This design comes from an exercise in tuning for small area, a short achievable clock period and few clock cycles on the open sky130 flow, not from production work.
The RTL was checked by simulation tests, not by an equivalence proof against the original design.

==> build 43: inputs <==
==> flow/design.v <==
module bh83_b83codec (
    input  wire        clk,
    input  wire        rst_n,       
    input  wire        start,
    input  wire        op,          
    input  wire [3:0]  len,         
    input  wire [63:0] value,       
    input  wire [79:0] chars_in,    
    output wire        ready,
    output reg         done,
    output reg  [3:0]  err_code,    
    output wire [15:0] err_info,
    output wire [63:0] res,         
    output wire [79:0] chars_out    
);
    localparam [3:0] E_OK       = 4'd0;
    localparam [3:0] E_INV_LEN  = 4'd2;
    localparam [3:0] E_INV_CHAR = 4'd3;
    localparam [3:0] E_ILLEGAL  = 4'd6;
    function [7:0] alpha;
        input [6:0] d;
        begin
            if (d < 7'd10)      alpha = 8'h30 + {1'b0, d};
            else if (d < 7'd36) alpha = 8'h41 + {1'b0, d} - 8'd10;
            else if (d < 7'd62) alpha = 8'h61 + {1'b0, d} - 8'd36;
            else begin
                case (d)
                    7'd62: alpha = 8'h23;   
                    7'd63: alpha = 8'h24;   
                    7'd64: alpha = 8'h25;   
                    7'd65: alpha = 8'h2A;   
                    7'd66: alpha = 8'h2B;   
                    7'd67: alpha = 8'h2C;   
                    7'd68: alpha = 8'h2D;   
                    7'd69: alpha = 8'h2E;   
                    7'd70: alpha = 8'h3A;   
                    7'd71: alpha = 8'h3B;   
                    7'd72: alpha = 8'h3D;   
                    7'd73: alpha = 8'h3F;   
                    7'd74: alpha = 8'h40;   
                    7'd75: alpha = 8'h5B;   
                    7'd76: alpha = 8'h5D;   
                    7'd77: alpha = 8'h5E;   
                    7'd78: alpha = 8'h5F;   
                    7'd79: alpha = 8'h7B;   
                    7'd80: alpha = 8'h7C;   
                    7'd81: alpha = 8'h7D;   
                    default: alpha = 8'h7E;  
                endcase
            end
        end
    endfunction
    function [7:0] digit_of;
        input [7:0] b;
        begin
            if (b >= 8'h30 && b <= 8'h39)      digit_of = b - 8'h30;
            else if (b >= 8'h41 && b <= 8'h5A) digit_of = b - 8'h41 + 8'd10;
            else if (b >= 8'h61 && b <= 8'h7A) digit_of = b - 8'h61 + 8'd36;
            else begin
                case (b)
                    8'h23: digit_of = 8'd62;
                    8'h24: digit_of = 8'd63;
                    8'h25: digit_of = 8'd64;
                    8'h2A: digit_of = 8'd65;
                    8'h2B: digit_of = 8'd66;
                    8'h2C: digit_of = 8'd67;
                    8'h2D: digit_of = 8'd68;
                    8'h2E: digit_of = 8'd69;
                    8'h3A: digit_of = 8'd70;
                    8'h3B: digit_of = 8'd71;
                    8'h3D: digit_of = 8'd72;
                    8'h3F: digit_of = 8'd73;
                    8'h40: digit_of = 8'd74;
                    8'h5B: digit_of = 8'd75;
                    8'h5D: digit_of = 8'd76;
                    8'h5E: digit_of = 8'd77;
                    8'h5F: digit_of = 8'd78;
                    8'h7B: digit_of = 8'd79;
                    8'h7C: digit_of = 8'd80;
                    8'h7D: digit_of = 8'd81;
                    8'h7E: digit_of = 8'd82;
                    default: digit_of = 8'h80;
                endcase
            end
        end
    endfunction
    function [7:0] dstep;
        input [7:0] t;
        reg ge;
        reg [7:0] bw;
        begin
            ge    = t[7] | (t[6] & (t[5] | (t[4] & (t[3] | t[2] | (t[1] & t[0])))));
            bw[1] = ~t[0];
            bw[2] = ~t[1] | bw[1];
            bw[3] = ~t[2] & bw[2];
            bw[4] = ~t[3] & bw[3];
            bw[5] = ~t[4] | bw[4];
            bw[6] = ~t[5] & bw[5];
            dstep = {ge,
                     t[6] ^ (ge & ~bw[6]),
                     t[5] ^ (ge &  bw[5]),
                     t[4] ^ (ge & ~bw[4]),
                     t[3] ^ (ge &  bw[3]),
                     t[2] ^ (ge &  bw[2]),
                     t[1] ^ (ge & ~bw[1]),
                     t[0] ^ ge};
        end
    endfunction
    reg        in_v;      
    reg        in_op;
    reg [3:0]  in_len;
    reg [79:0] dat;       
    reg        first;     
    reg        last_r;    
    reg [4:0]  wsel;      
    reg [3:0]  cnt;       
    reg [6:0]  rem;       
    reg        ph;        
    reg        perr;      
    reg [3:0]  ecode;
    reg [79:0] r;         
    reg        ready_r;   
    wire rdy = ~in_v | last_r;
    assign ready     = ready_r;
    assign res       = r[63:0];
    assign chars_out = r;
    assign err_info  = r[15:0];
    wire [12:0] win = ({13{wsel[0]}} & dat[12:0])  |
                      ({13{wsel[1]}} & dat[25:13]) |
                      ({13{wsel[2]}} & dat[38:26]) |
                      ({13{wsel[3]}} & dat[51:39]) |
                      ({13{wsel[4]}} & {1'b0, dat[63:52]});
    reg  [12:0] qw;
    reg  [6:0]  rq;
    reg  [7:0]  st;
    integer     i;
    always @(*) begin
        rq = rem;
        for (i = 12; i >= 0; i = i - 1) begin
            st    = dstep({rq, win[i]});
            qw[i] = st[7];
            rq    = st[6:0];
        end
    end
    wire nz1 = |dat[25:13];
    wire nz2 = |dat[38:26];
    wire nz3 = |dat[51:39];
    wire nz4 = |dat[63:52];
    wire [4:0] wtop = nz4 ? 5'b10000 : nz3 ? 5'b01000 : nz2 ? 5'b00100 :
                      nz1 ? 5'b00010 : 5'b00001;
    wire too_wide = (wsel[1] & (nz2 | nz3 | nz4)) | (wsel[2] & (nz3 | nz4)) |
                    (wsel[3] & nz4);
    wire [7:0] ch_r   = alpha((in_len == 4'd1) ? dat[6:0] : rq);
    wire [6:0] msd    = (in_len == 4'd1) ? dat[6:0] : qw[6:0];
    wire [7:0] ch_msd = alpha(qw[6:0]);
    wire       msd_bad = (msd >= 7'd83) |
                         ((in_len == 4'd1) ? (|dat[12:7]) : (|qw[12:7])) |
                         nz1 | nz2 | nz3 | nz4;
    wire [7:0] ga = digit_of(dat[7:0]);
    wire [7:0] cb = first ? ((in_len == 4'd1) ? dat[7:0] : dat[15:8]) :
                    (cnt == 4'd2) ? dat[23:16] :
                    (cnt == 4'd3) ? dat[31:24] :
                    (cnt == 4'd4) ? dat[39:32] :
                    (cnt == 4'd5) ? dat[47:40] :
                    (cnt == 4'd6) ? dat[55:48] :
                    (cnt == 4'd7) ? dat[63:56] :
                    (cnt == 4'd8) ? dat[71:64] : dat[79:72];
    wire [7:0] gb = digit_of(cb);
    wire [31:0] ma = first ? {25'd0, (in_len > 4'd1) ? ga[6:0] : 7'd0} :
                     ph    ? r[63:32] : r[31:0];
    wire [6:0]  md = (first & (in_len == 4'd0)) ? 7'd0 :
                     ph    ? rem : gb[6:0];
    wire [38:0] mac;
    mac83 u_mac (.a(ma), .d(md), .y(mac));
    wire fb0 = ga[7] & (in_len != 4'd0);
    wire fb1 = gb[7] & (in_len > 4'd1);
    wire dbad = first ? (fb0 | fb1) : gb[7];
    wire [15:0] dbad_info = !first ? {4'd0, cnt, cb} :
                            fb0    ? {8'd0, dat[7:0]} : {8'd1, dat[15:8]};
    wire illegal = in_len > 4'd10;
    wire enc_bad = (in_len == 4'd0) ? (|dat[63:0]) : msd_bad;
    wire divdone = wsel[0];    
    reg [4:0]  wsel_n;
    reg        ph_n;
    reg [3:0]  cnt_n;
    reg [6:0]  rem_n;
    reg        perr_n;
    reg [3:0]  ecode_n;
    reg        last_n;
    reg [3:0]  code_f;    
    reg        err_wr;    
    reg [15:0] err_val;
    always @(*) begin
        wsel_n  = wsel;
        ph_n    = ph;
        cnt_n   = cnt;
        rem_n   = rem;
        perr_n  = perr;
        ecode_n = ecode;
        last_n  = 1'b0;
        code_f  = E_OK;
        err_wr  = 1'b0;
        err_val = {12'd0, in_len};
        if (last_r) begin
            if (illegal) begin
                code_f = E_ILLEGAL;
                err_wr = 1'b1;
            end else if (perr) begin
                code_f = ecode;
            end else if (!in_op) begin
                if (enc_bad) begin
                    code_f = E_INV_LEN;
                    err_wr = 1'b1;
                end
            end else if (!ph & dbad) begin
                code_f  = E_INV_CHAR;
                err_wr  = 1'b1;
                err_val = dbad_info;
            end
        end else if (!in_op) begin
            if (divdone) begin
                cnt_n  = cnt - 4'd1;
                rem_n  = 7'd0;
                wsel_n = wtop;
            end else begin
                rem_n  = rq;
                wsel_n = {1'b0, wsel[4:1]};
            end
            last_n = (cnt_n == 4'd1) & wsel_n[0];
            if (first & too_wide) begin
                perr_n  = 1'b1;
                ecode_n = E_INV_LEN;
                err_wr  = 1'b1;
                last_n  = 1'b1;
            end
        end else begin
            if (ph) begin
                cnt_n = cnt + 4'd1;
                ph_n  = 1'b0;
            end else if (!first & (cnt > 4'd4)) begin
                rem_n = mac[38:32];
                ph_n  = 1'b1;
            end else begin
                cnt_n = first ? 4'd2 : cnt + 4'd1;
            end
            if (!ph & dbad) begin
                perr_n  = 1'b1;
                ecode_n = E_INV_CHAR;
                err_wr  = 1'b1;
                err_val = dbad_info;
            end
            last_n = perr_n | ((cnt_n == in_len - 4'd1) & (ph_n | (cnt_n < 4'd5)));
        end
    end
    reg [79:0] r_n;
    integer c;
    always @(*) begin
        r_n = r;
        if (last_r & perr) begin
        end else if (in_op) begin
            if (ph) r_n[63:32] = mac[31:0];
            else    r_n[31:0]  = mac[31:0];
            if (first) r_n[63:32] = 32'd0;
        end else begin
            for (c = 0; c < 10; c = c + 1) begin
                if (first) r_n[8*c +: 8] = 8'd0;
                if (divdone & (cnt == c)) r_n[8*c +: 8] = ch_r;
            end
            if (last_r & (in_len > 4'd1)) r_n[7:0] = ch_msd;
        end
        if (err_wr) r_n[15:0] = err_val;
    end
    always @(posedge clk) begin
        if (!rst_n) begin
            in_v    <= 1'b0;
            done    <= 1'b0;
            ready_r <= 1'b1;
        end else begin
            done <= in_v & last_r;
            if (rdy) begin
                in_v    <= start;
                ready_r <= ~start | (len <= 4'd2) | (len > 4'd10);
            end else begin
                ready_r <= last_n;
            end
        end
        if (in_v) begin
            r <= r_n;
            if (last_r) err_code <= code_f;
        end
        if (rdy) begin
            in_op  <= op;
            in_len <= len;
            dat    <= op ? chars_in : {16'd0, value};
            first  <= 1'b1;
            last_r <= (len <= 4'd2) | (len > 4'd10);
            wsel   <= (len <= 4'd2) ? 5'b00001 : (len <= 4'd4) ? 5'b00010 :
                      (len <= 4'd6) ? 5'b00100 : (len == 4'd7) ? 5'b01000 :
                      5'b10000;
            cnt    <= len - 4'd1;
            rem    <= 7'd0;
            ph     <= 1'b0;
            perr   <= 1'b0;
        end else if (in_v) begin
            if (!in_op) begin
                if (wsel[0]) dat[12:0]  <= qw;
                if (wsel[1]) dat[25:13] <= qw;
                if (wsel[2]) dat[38:26] <= qw;
                if (wsel[3]) dat[51:39] <= qw;
                if (wsel[4]) dat[63:52] <= qw[11:0];
            end
            first  <= 1'b0;
            last_r <= last_n;
            wsel   <= wsel_n;
            ph     <= ph_n;
            cnt    <= cnt_n;
            rem    <= rem_n;
            perr   <= perr_n;
            ecode  <= ecode_n;
        end
    end
endmodule
module mac83 (
    input  wire [31:0] a,
    input  wire [6:0]  d,
    output wire [38:0] y
);
    wire [38:0] p0 = {7'd0, a};
    wire [38:0] p1 = {6'd0, a, 1'b0};
    wire [38:0] p2 = {3'd0, a, 4'd0};
    wire [38:0] p3 = {1'd0, a, 6'd0} | {32'd0, 1'b0, d[5:0]};
    wire [38:0] s1 = p0 ^ p1 ^ p2;
    wire [38:0] c1 = {(p0[37:0] & p1[37:0]) | (p0[37:0] & p2[37:0]) | (p1[37:0] & p2[37:0]), 1'b0};
    wire [38:0] s2 = s1 ^ c1 ^ p3;
    wire [38:0] c2 = {(s1[37:0] & c1[37:0]) | (s1[37:0] & p3[37:0]) | (c1[37:0] & p3[37:0]), 1'b0};
    wire [38:0] w  = {32'd0, d[6], 6'd0};
    wire [38:0] s3 = s2 ^ c2 ^ w;
    wire [38:0] c3 = {(s2[37:0] & c2[37:0]) | (s2[37:0] & w[37:0]) | (c2[37:0] & w[37:0]), 1'b0};
    reg [38:0] sum;
    reg [38:0] s0;
    reg [39:0] c;
    reg        cin;
    reg        all1;
    integer    i, b;
    always @(*) begin
        cin = 1'b0;
        for (b = 0; b < 3; b = b + 1) begin
            c[13*b] = 1'b0;
            for (i = 13*b; i < 13*b + 13; i = i + 1) begin
                s0[i]  = s3[i] ^ c3[i] ^ c[i];
                c[i+1] = (s3[i] & c3[i]) | (c[i] & (s3[i] ^ c3[i]));
            end
            all1 = 1'b1;
            for (i = 13*b; i < 13*b + 13; i = i + 1) begin
                sum[i] = s0[i] ^ (cin & all1);
                all1   = all1 & s0[i];
            end
            cin = c[13*b+13] | (cin & all1);
        end
    end
    assign y = sum;
endmodule
==> flow/flow/run.sh <==
#!/bin/bash
set -euo pipefail
export BUFFER_PORTS_ARGS="-buffer_cell sky130_fd_sc_hd__buf_1"
bash standard.sh > standard_flow.log 2>&1
==> flow/standard.sh <==
#!/bin/bash
# synth_recipe.tcl (not shown) runs the flow's synth.tcl, then flattens the netlist and writes it again
# the make line also repeats each setting of config.mk as NAME=value (left out here)
make -C /OpenROAD-flow-scripts/flow DESIGN_CONFIG=/design/flow/config.mk WORK_HOME=/design/flow/orfs CLKGATE_MAP_FILE= SYNTH_SCRIPT=/design/flow/synth_recipe.tcl "${@:-finish}"
==> flow/config.mk <==
export PLATFORM = sky130hd
export DESIGN_NAME = bh83_b83codec
export DESIGN_NICKNAME = bh83_b83codec
export VERILOG_FILES = /design/flow/design.v
export SDC_FILE = /design/flow/constraint.sdc
export NUM_CORES = 4
export LEC_CHECK = 0
export ABC_AREA = 1
export CAP_MARGIN = 20
export CORE_MARGIN = 2
export CORE_UTILIZATION = 40
export SLEW_MARGIN = 20
==> flow/constraint.sdc <==
create_clock -name core_clock -period 80.0 [get_ports {clk}]
set_input_delay 16.0000 -clock core_clock [delete_from_list [all_inputs] [get_ports {clk}]]
set_output_delay 16.0000 -clock core_clock [all_outputs]
set_load 0.01 [all_outputs]
==> build 67: changes against build 43 <==
==> flow/run.sh (new file) <==
#!/bin/bash
# synth_recipe.tcl (not shown) runs the flow's synth.tcl, then flattens the netlist and writes it again
# the make line also repeats each setting of config.mk as NAME=value (left out here)
make -C /OpenROAD-flow-scripts/flow DESIGN_CONFIG=/design/flow/config.mk WORK_HOME=/design/flow/orfs CLKGATE_MAP_FILE= SYNTH_SCRIPT=/design/flow/synth_recipe.tcl finish
removed: flow/flow/run.sh
removed: flow/standard.sh
==> summary of the runs <==
Build 43 went through all stages and came out clean. Build 67 went through all stages and came out clean.
In build 43 the utilization is lower than in build 67, by 3.9 points.
In area after synthesis, build 67 and build 43 do not differ.
Of build 67 and build 43, build 67 has the higher global-route usage (gap 0.83 points).
Of build 43 and build 67, build 67 has the higher cell area (gap 8.1%, measured against build 67).
==> figures <==
metric	build 67	build 43
Run status	no timing/DRC/antenna violations	no timing/DRC/antenna violations
Total met2 wirelength after detailed routing	36,400 um	35,000 um
Area Overhead vs Synth	18.7%	9.11%
WP depth	120	117
Final standard cell utilization of the core	0.482	0.443
Routability congestion estimate from global placement	0.988	1.01
Worst flop-to-flop path startpoint	wsel[0]	wsel[3]
Final wirelength	76,100 um	74,600 um
Global-route met1 utilization	0.376	0.364
F_max	53.3 MHz	52.5 MHz
Fraction of cell area in non-clock buffers	0.137	0.0612
Testbench counts of build 43, summed over its fixed seeds: cycles 8,677.
Testbench counts of build 67, summed over its fixed seeds: cycles 8,677.


==> inputs of zinc <==
bh83_b83codec, a different RTL version from the one above (not shown whole).
clock: 80.0 ns
lec_check: 0
abc_area: 1
cap_margin: 20
core_margin: 2
core_utilization: 55
slew_margin: 20
standard.sh (not shown) runs the stock make flow with config.mk's settings and CLKGATE_MAP_FILE= SYNTH_SCRIPT=/design/flow/synth_recipe.tcl, a recipe that flattens the netlist after the stock synthesis.
==> flow/flow/run.sh <==
#!/bin/bash
set -euo pipefail
export BUFFER_PORTS_ARGS="-buffer_cell sky130_fd_sc_hd__buf_1"
export SETUP_SLACK_MARGIN=62
bash standard.sh > standard_flow.log 2>&1
==> juniper: changes against zinc <==
--- a/flow/design.v
+++ b/flow/design.v
@@ -466,56 +466,59 @@
     reg        in_v;      
     reg        in_op;
     reg [3:0]  in_len;
     reg [79:0] dat;       
     reg        first;     
     reg        last_r;    
-    reg [3:0]  wsel;      
+    reg [4:0]  wsel;      
     reg [3:0]  cnt;       
     reg [6:0]  rem;       
     reg        ph;        
     reg        perr;      
     reg [3:0]  ecode;
     reg [79:0] r;         
     reg        ready_r;   
     wire rdy = ~in_v | last_r;
     assign ready     = ready_r;
     assign res       = r[63:0];
     assign chars_out = r;
     assign err_info  = r[15:0];
-    wire [15:0] win = ({16{wsel[0]}} & dat[15:0])  |
-                      ({16{wsel[1]}} & dat[31:16]) |
-                      ({16{wsel[2]}} & dat[47:32]) |
-                      ({16{wsel[3]}} & dat[63:48]);
-    reg  [15:0] qw;
+    wire [12:0] win = ({13{wsel[0]}} & dat[12:0])  |
+                      ({13{wsel[1]}} & dat[25:13]) |
+                      ({13{wsel[2]}} & dat[38:26]) |
+                      ({13{wsel[3]}} & dat[51:39]) |
+                      ({13{wsel[4]}} & {1'b0, dat[63:52]});
+    reg  [12:0] qw;
     reg  [6:0]  rq;
     reg  [6:0]  rq1;      
     reg  [7:0]  st;
     integer     i;
     always @(*) begin
         rq  = rem;
         rq1 = rem;
-        for (i = 15; i >= 0; i = i - 1) begin
+        for (i = 12; i >= 0; i = i - 1) begin
             if (i == 0) rq1 = rq;
             st    = dstep({rq, win[i]});
             qw[i] = st[7];
             rq    = st[6:0];
         end
     end
-    wire nz1 = |dat[31:16];
-    wire nz2 = |dat[47:32];
-    wire nz3 = |dat[63:48];
-    wire [3:0] wtop = nz3 ? 4'b1000 : nz2 ? 4'b0100 :
-                      nz1 ? 4'b0010 : 4'b0001;
-    wire too_wide = (wsel[1] & (nz2 | nz3)) | (wsel[2] & nz3);
+    wire nz1 = |dat[25:13];
+    wire nz2 = |dat[38:26];
+    wire nz3 = |dat[51:39];
+    wire nz4 = |dat[63:52];
+    wire [4:0] wtop = nz4 ? 5'b10000 : nz3 ? 5'b01000 : nz2 ? 5'b00100 :
+                      nz1 ? 5'b00010 : 5'b00001;
+    wire too_wide = (wsel[1] & (nz2 | nz3 | nz4)) | (wsel[2] & (nz3 | nz4)) |
+                    (wsel[3] & nz4);
     wire [7:0] ch_r   = alpha_step({rq1, win[0]});
     wire [6:0] msd    = (in_len == 4'd1) ? dat[6:0] : qw[6:0];
     wire [7:0] ch_msd = alpha(msd);
     wire       msd_bad = (msd >= 7'd83) |
-                         ((in_len == 4'd1) ? (|dat[15:7]) : (|qw[15:7])) |
-                         nz1 | nz2 | nz3;
+                         ((in_len == 4'd1) ? (|dat[12:7]) : (|qw[12:7])) |
+                         nz1 | nz2 | nz3 | nz4;
     wire [7:0] ga = digit_of_r(dat[7:0]);
     wire [7:0] cb = first ? ((in_len == 4'd1) ? dat[7:0] : dat[15:8]) :
                     (cnt == 4'd2) ? dat[23:16] :
                     (cnt == 4'd3) ? dat[31:24] :
                     (cnt == 4'd4) ? dat[39:32] :
                     (cnt == 4'd5) ? dat[47:40] :
@@ -534,13 +537,13 @@
     wire dbad = first ? (fb0 | fb1) : gb[7];
     wire [15:0] dbad_info = !first ? {4'd0, cnt, cb} :
                             fb0    ? {8'd0, dat[7:0]} : {8'd1, dat[15:8]};
     wire illegal = in_len > 4'd10;
     wire enc_bad = (in_len == 4'd0) ? (|dat[63:0]) : msd_bad;
     wire divdone = wsel[0];    
-    reg [3:0]  wsel_n;
+    reg [4:0]  wsel_n;
     reg        ph_n;
     reg [3:0]  cnt_n;
     reg [6:0]  rem_n;
     reg        perr_n;
     reg [3:0]  ecode_n;
     reg        last_n;
@@ -578,13 +581,13 @@
             if (divdone) begin
                 cnt_n  = cnt - 4'd1;
                 rem_n  = 7'd0;
                 wsel_n = wtop;
             end else begin
                 rem_n  = rq;
-                wsel_n = {1'b0, wsel[3:1]};
+                wsel_n = {1'b0, wsel[4:1]};
             end
             last_n = (cnt_n == 4'd1) & wsel_n[0];
             if (first & too_wide) begin
                 perr_n  = 1'b1;
                 ecode_n = E_INV_LEN;
                 err_wr  = 1'b1;
@@ -648,24 +651,26 @@
         if (rdy) begin
             in_op  <= op;
             in_len <= len;
             dat    <= op ? chars_in : {16'd0, value};
             first  <= 1'b1;
             last_r <= (len <= 4'd2) | (len > 4'd10);
-            wsel   <= (len <= 4'd2) ? 4'b0001 : (len <= 4'd5) ? 4'b0010 :
-                      (len <= 4'd7) ? 4'b0100 : 4'b1000;
+            wsel   <= (len <= 4'd2) ? 5'b00001 : (len <= 4'd4) ? 5'b00010 :
+                      (len <= 4'd6) ? 5'b00100 : (len == 4'd7) ? 5'b01000 :
+                      5'b10000;
             cnt    <= len - 4'd1;
             rem    <= 7'd0;
             ph     <= 1'b0;
             perr   <= 1'b0;
         end else if (in_v) begin
             if (!in_op) begin
-                if (wsel[0]) dat[15:0]  <= qw;
-                if (wsel[1]) dat[31:16] <= qw;
-                if (wsel[2]) dat[47:32] <= qw;
-                if (wsel[3]) dat[63:48] <= qw;
+                if (wsel[0]) dat[12:0]  <= qw;
+                if (wsel[1]) dat[25:13] <= qw;
+                if (wsel[2]) dat[38:26] <= qw;
+                if (wsel[3]) dat[51:39] <= qw;
+                if (wsel[4]) dat[63:52] <= qw[11:0];
             end
             first  <= 1'b0;
             last_r <= last_n;
             wsel   <= wsel_n;
             ph     <= ph_n;
             cnt    <= cnt_n;
==> amber: changes against zinc <==
--- a/flow/design.v
+++ b/flow/design.v
@@ -466,56 +466,59 @@
     reg        in_v;      
     reg        in_op;
     reg [3:0]  in_len;
     reg [79:0] dat;       
     reg        first;     
     reg        last_r;    
-    reg [3:0]  wsel;      
+    reg [4:0]  wsel;      
     reg [3:0]  cnt;       
     reg [6:0]  rem;       
     reg        ph;        
     reg        perr;      
     reg [3:0]  ecode;
     reg [79:0] r;         
     reg        ready_r;   
     wire rdy = ~in_v | last_r;
     assign ready     = ready_r;
     assign res       = r[63:0];
     assign chars_out = r;
     assign err_info  = r[15:0];
-    wire [15:0] win = ({16{wsel[0]}} & dat[15:0])  |
-                      ({16{wsel[1]}} & dat[31:16]) |
-                      ({16{wsel[2]}} & dat[47:32]) |
-                      ({16{wsel[3]}} & dat[63:48]);
-    reg  [15:0] qw;
+    wire [12:0] win = ({13{wsel[0]}} & dat[12:0])  |
+                      ({13{wsel[1]}} & dat[25:13]) |
+                      ({13{wsel[2]}} & dat[38:26]) |
+                      ({13{wsel[3]}} & dat[51:39]) |
+                      ({13{wsel[4]}} & {1'b0, dat[63:52]});
+    reg  [12:0] qw;
     reg  [6:0]  rq;
     reg  [6:0]  rq1;      
     reg  [7:0]  st;
     integer     i;
     always @(*) begin
         rq  = rem;
         rq1 = rem;
-        for (i = 15; i >= 0; i = i - 1) begin
+        for (i = 12; i >= 0; i = i - 1) begin
             if (i == 0) rq1 = rq;
             st    = dstep({rq, win[i]});
             qw[i] = st[7];
             rq    = st[6:0];
         end
     end
-    wire nz1 = |dat[31:16];
-    wire nz2 = |dat[47:32];
-    wire nz3 = |dat[63:48];
-    wire [3:0] wtop = nz3 ? 4'b1000 : nz2 ? 4'b0100 :
-                      nz1 ? 4'b0010 : 4'b0001;
-    wire too_wide = (wsel[1] & (nz2 | nz3)) | (wsel[2] & nz3);
+    wire nz1 = |dat[25:13];
+    wire nz2 = |dat[38:26];
+    wire nz3 = |dat[51:39];
+    wire nz4 = |dat[63:52];
+    wire [4:0] wtop = nz4 ? 5'b10000 : nz3 ? 5'b01000 : nz2 ? 5'b00100 :
+                      nz1 ? 5'b00010 : 5'b00001;
+    wire too_wide = (wsel[1] & (nz2 | nz3 | nz4)) | (wsel[2] & (nz3 | nz4)) |
+                    (wsel[3] & nz4);
     wire [7:0] ch_r   = alpha_step({rq1, win[0]});
     wire [6:0] msd    = (in_len == 4'd1) ? dat[6:0] : qw[6:0];
     wire [7:0] ch_msd = alpha(msd);
     wire       msd_bad = (msd >= 7'd83) |
-                         ((in_len == 4'd1) ? (|dat[15:7]) : (|qw[15:7])) |
-                         nz1 | nz2 | nz3;
+                         ((in_len == 4'd1) ? (|dat[12:7]) : (|qw[12:7])) |
+                         nz1 | nz2 | nz3 | nz4;
     wire [7:0] ga = digit_of_r(dat[7:0]);
     wire [7:0] cb = first ? ((in_len == 4'd1) ? dat[7:0] : dat[15:8]) :
                     (cnt == 4'd2) ? dat[23:16] :
                     (cnt == 4'd3) ? dat[31:24] :
                     (cnt == 4'd4) ? dat[39:32] :
                     (cnt == 4'd5) ? dat[47:40] :
@@ -534,13 +537,13 @@
     wire dbad = first ? (fb0 | fb1) : gb[7];
     wire [15:0] dbad_info = !first ? {4'd0, cnt, cb} :
                             fb0    ? {8'd0, dat[7:0]} : {8'd1, dat[15:8]};
     wire illegal = in_len > 4'd10;
     wire enc_bad = (in_len == 4'd0) ? (|dat[63:0]) : msd_bad;
     wire divdone = wsel[0];    
-    reg [3:0]  wsel_n;
+    reg [4:0]  wsel_n;
     reg        ph_n;
     reg [3:0]  cnt_n;
     reg [6:0]  rem_n;
     reg        perr_n;
     reg [3:0]  ecode_n;
     reg        last_n;
@@ -578,13 +581,13 @@
             if (divdone) begin
                 cnt_n  = cnt - 4'd1;
                 rem_n  = 7'd0;
                 wsel_n = wtop;
             end else begin
                 rem_n  = rq;
-                wsel_n = {1'b0, wsel[3:1]};
+                wsel_n = {1'b0, wsel[4:1]};
             end
             last_n = (cnt_n == 4'd1) & wsel_n[0];
             if (first & too_wide) begin
                 perr_n  = 1'b1;
                 ecode_n = E_INV_LEN;
                 err_wr  = 1'b1;
@@ -648,24 +651,26 @@
         if (rdy) begin
             in_op  <= op;
             in_len <= len;
             dat    <= op ? chars_in : {16'd0, value};
             first  <= 1'b1;
             last_r <= (len <= 4'd2) | (len > 4'd10);
-            wsel   <= (len <= 4'd2) ? 4'b0001 : (len <= 4'd5) ? 4'b0010 :
-                      (len <= 4'd7) ? 4'b0100 : 4'b1000;
+            wsel   <= (len <= 4'd2) ? 5'b00001 : (len <= 4'd4) ? 5'b00010 :
+                      (len <= 4'd6) ? 5'b00100 : (len == 4'd7) ? 5'b01000 :
+                      5'b10000;
             cnt    <= len - 4'd1;
             rem    <= 7'd0;
             ph     <= 1'b0;
             perr   <= 1'b0;
         end else if (in_v) begin
             if (!in_op) begin
-                if (wsel[0]) dat[15:0]  <= qw;
-                if (wsel[1]) dat[31:16] <= qw;
-                if (wsel[2]) dat[47:32] <= qw;
-                if (wsel[3]) dat[63:48] <= qw;
+                if (wsel[0]) dat[12:0]  <= qw;
+                if (wsel[1]) dat[25:13] <= qw;
+                if (wsel[2]) dat[38:26] <= qw;
+                if (wsel[3]) dat[51:39] <= qw;
+                if (wsel[4]) dat[63:52] <= qw[11:0];
             end
             first  <= 1'b0;
             last_r <= last_n;
             wsel   <= wsel_n;
             ph     <= ph_n;
             cnt    <= cnt_n;
==> flow/flow/run.sh (replaced) <==
#!/bin/bash
set -euo pipefail
export BUFFER_PORTS_ARGS="-buffer_cell sky130_fd_sc_hd__buf_1"
export SETUP_SLACK_MARGIN=61
bash standard.sh > standard_flow.log 2>&1
==> metrics.md <==
| Metric | Value |
|---|---|
| Outcome | no timing/DRC/antenna violations |
| Register area share after synthesis | 0.2730 |
| Hold wc startpoint | perr$_SDFFE_PN0P_ |
| Max Clock Freq | 0.05780 GHz |
| # rows | 70 |
| Storage cell area | 0.005575 mm^2 |
| Highest-count cells in the layout ignoring fill and taps | sky130_fd_sc_hd__nand2_1 (560), sky130_fd_sc_hd__inv_1 (332), sky130_fd_sc_hd__buf_1 (313) |
| Crit start category | primary input |
| Crit. path cell count | 4 |
| Post-synth design cell area | 0.02042 mm^2 |
| Detailed placer's ending HPWL | 55200 um |
| Share of layout cells above drive strength 1 | 0.05459 |
| Number of multi-input logic gates | 2080 |
| Gate count after technology mapping | 2804 |
| Post-Synthesis Mean Instance Area | 7.283 um^2 |
| Worst-case setup margin in the final layout | 62.70 ns |
| Routed metal-1 wire length | 28280 um |
the above is filed under juniper

==> metrics.md <==
| Metric | Value |
|---|---|
| Crit. path cell count | 147 |
| Post-Synthesis Mean Instance Area | 7.340 um^2 |
| Outcome | no timing/DRC/antenna violations |
| Register area share after synthesis | 0.2670 |
| Routed metal-1 wire length | 29550 um |
| Crit start category | flop |
| Worst-case setup margin in the final layout | 62.03 ns |
| Highest-count cells in the layout ignoring fill and taps | sky130_fd_sc_hd__nand2_1 (505), sky130_fd_sc_hd__inv_1 (337), sky130_fd_sc_hd__buf_1 (313) |
| Hold wc startpoint | rem[5]$_SDFFE_PN0P_ |
| Number of multi-input logic gates | 2096 |
the above is filed under zinc

==> metrics.md <==
| Metric | Value |
|---|---|
| # rows | 70 |
| Routed metal-1 wire length | 28280 um |
| Post-Synthesis Mean Instance Area | 7.283 um^2 |
| Detailed placer's ending HPWL | 55200 um |
| Highest-count cells in the layout ignoring fill and taps | sky130_fd_sc_hd__nand2_1 (563), sky130_fd_sc_hd__inv_1 (332), sky130_fd_sc_hd__buf_1 (313) |
| Outcome | no timing/DRC/antenna violations |
| Post-synth design cell area | 0.02042 mm^2 |
| Register area share after synthesis | 0.2730 |
| Crit. path cell count | 4 |
| Number of multi-input logic gates | 2080 |
| Share of layout cells above drive strength 1 | 0.04641 |
the above is filed under amber

Testbench counts of zinc, summed over its fixed seeds: cycles 8,235.
Testbench counts of juniper, summed over its fixed seeds: cycles 8,677.
Testbench counts of amber, summed over its fixed seeds: cycles 8,677.

-- static timing again, ports no longer ideal --
In the flow no input, the clock included, has a driving cell. The finished layouts below were timed again as built, in two steps. Step 1, drivers: a clkbuf_16 drives clk and a buf_2 each remaining input, both assumed. Step 2 also shifts input and output timing later by t, the mid clock arrival at the registers, as if the neighbouring blocks saw the same clock. Slacks: ideal / step 1 / step 2; pairs: ideal / step 1.
| run | shift t [ns] | slack for setup (ns) | hold WS [ns] | worst setup path after step 2 | slew at the worst register clock pin (ns) |
|---|---|---|---|---|---|
| build 43 | 0.539 | 60.948 / 60.948 / 60.948 | 0.494 / 0.494 / 0.494 | register to register | 0.09 / 0.09 |
| build 67 | 0.546 | 61.249 / 61.249 / 61.249 | 0.510 / 0.510 / 0.510 | register to register | 0.08 / 0.08 |
| zinc | 0.526 | 62.029 / 62.029 / 61.912 | 0.629 / 0.629 / 0.629 | input to register | 0.09 / 0.09 |
| juniper | 0.503 | 62.700 / 62.730 / 62.227 | 0.530 / 0.530 / 0.530 | input to register | 0.09 / 0.09 |
| amber | 0.504 | 62.692 / 62.723 / 62.219 | 0.531 / 0.531 / 0.531 | input to register | 0.09 / 0.09 |
After both steps every run listed still meets setup and hold.
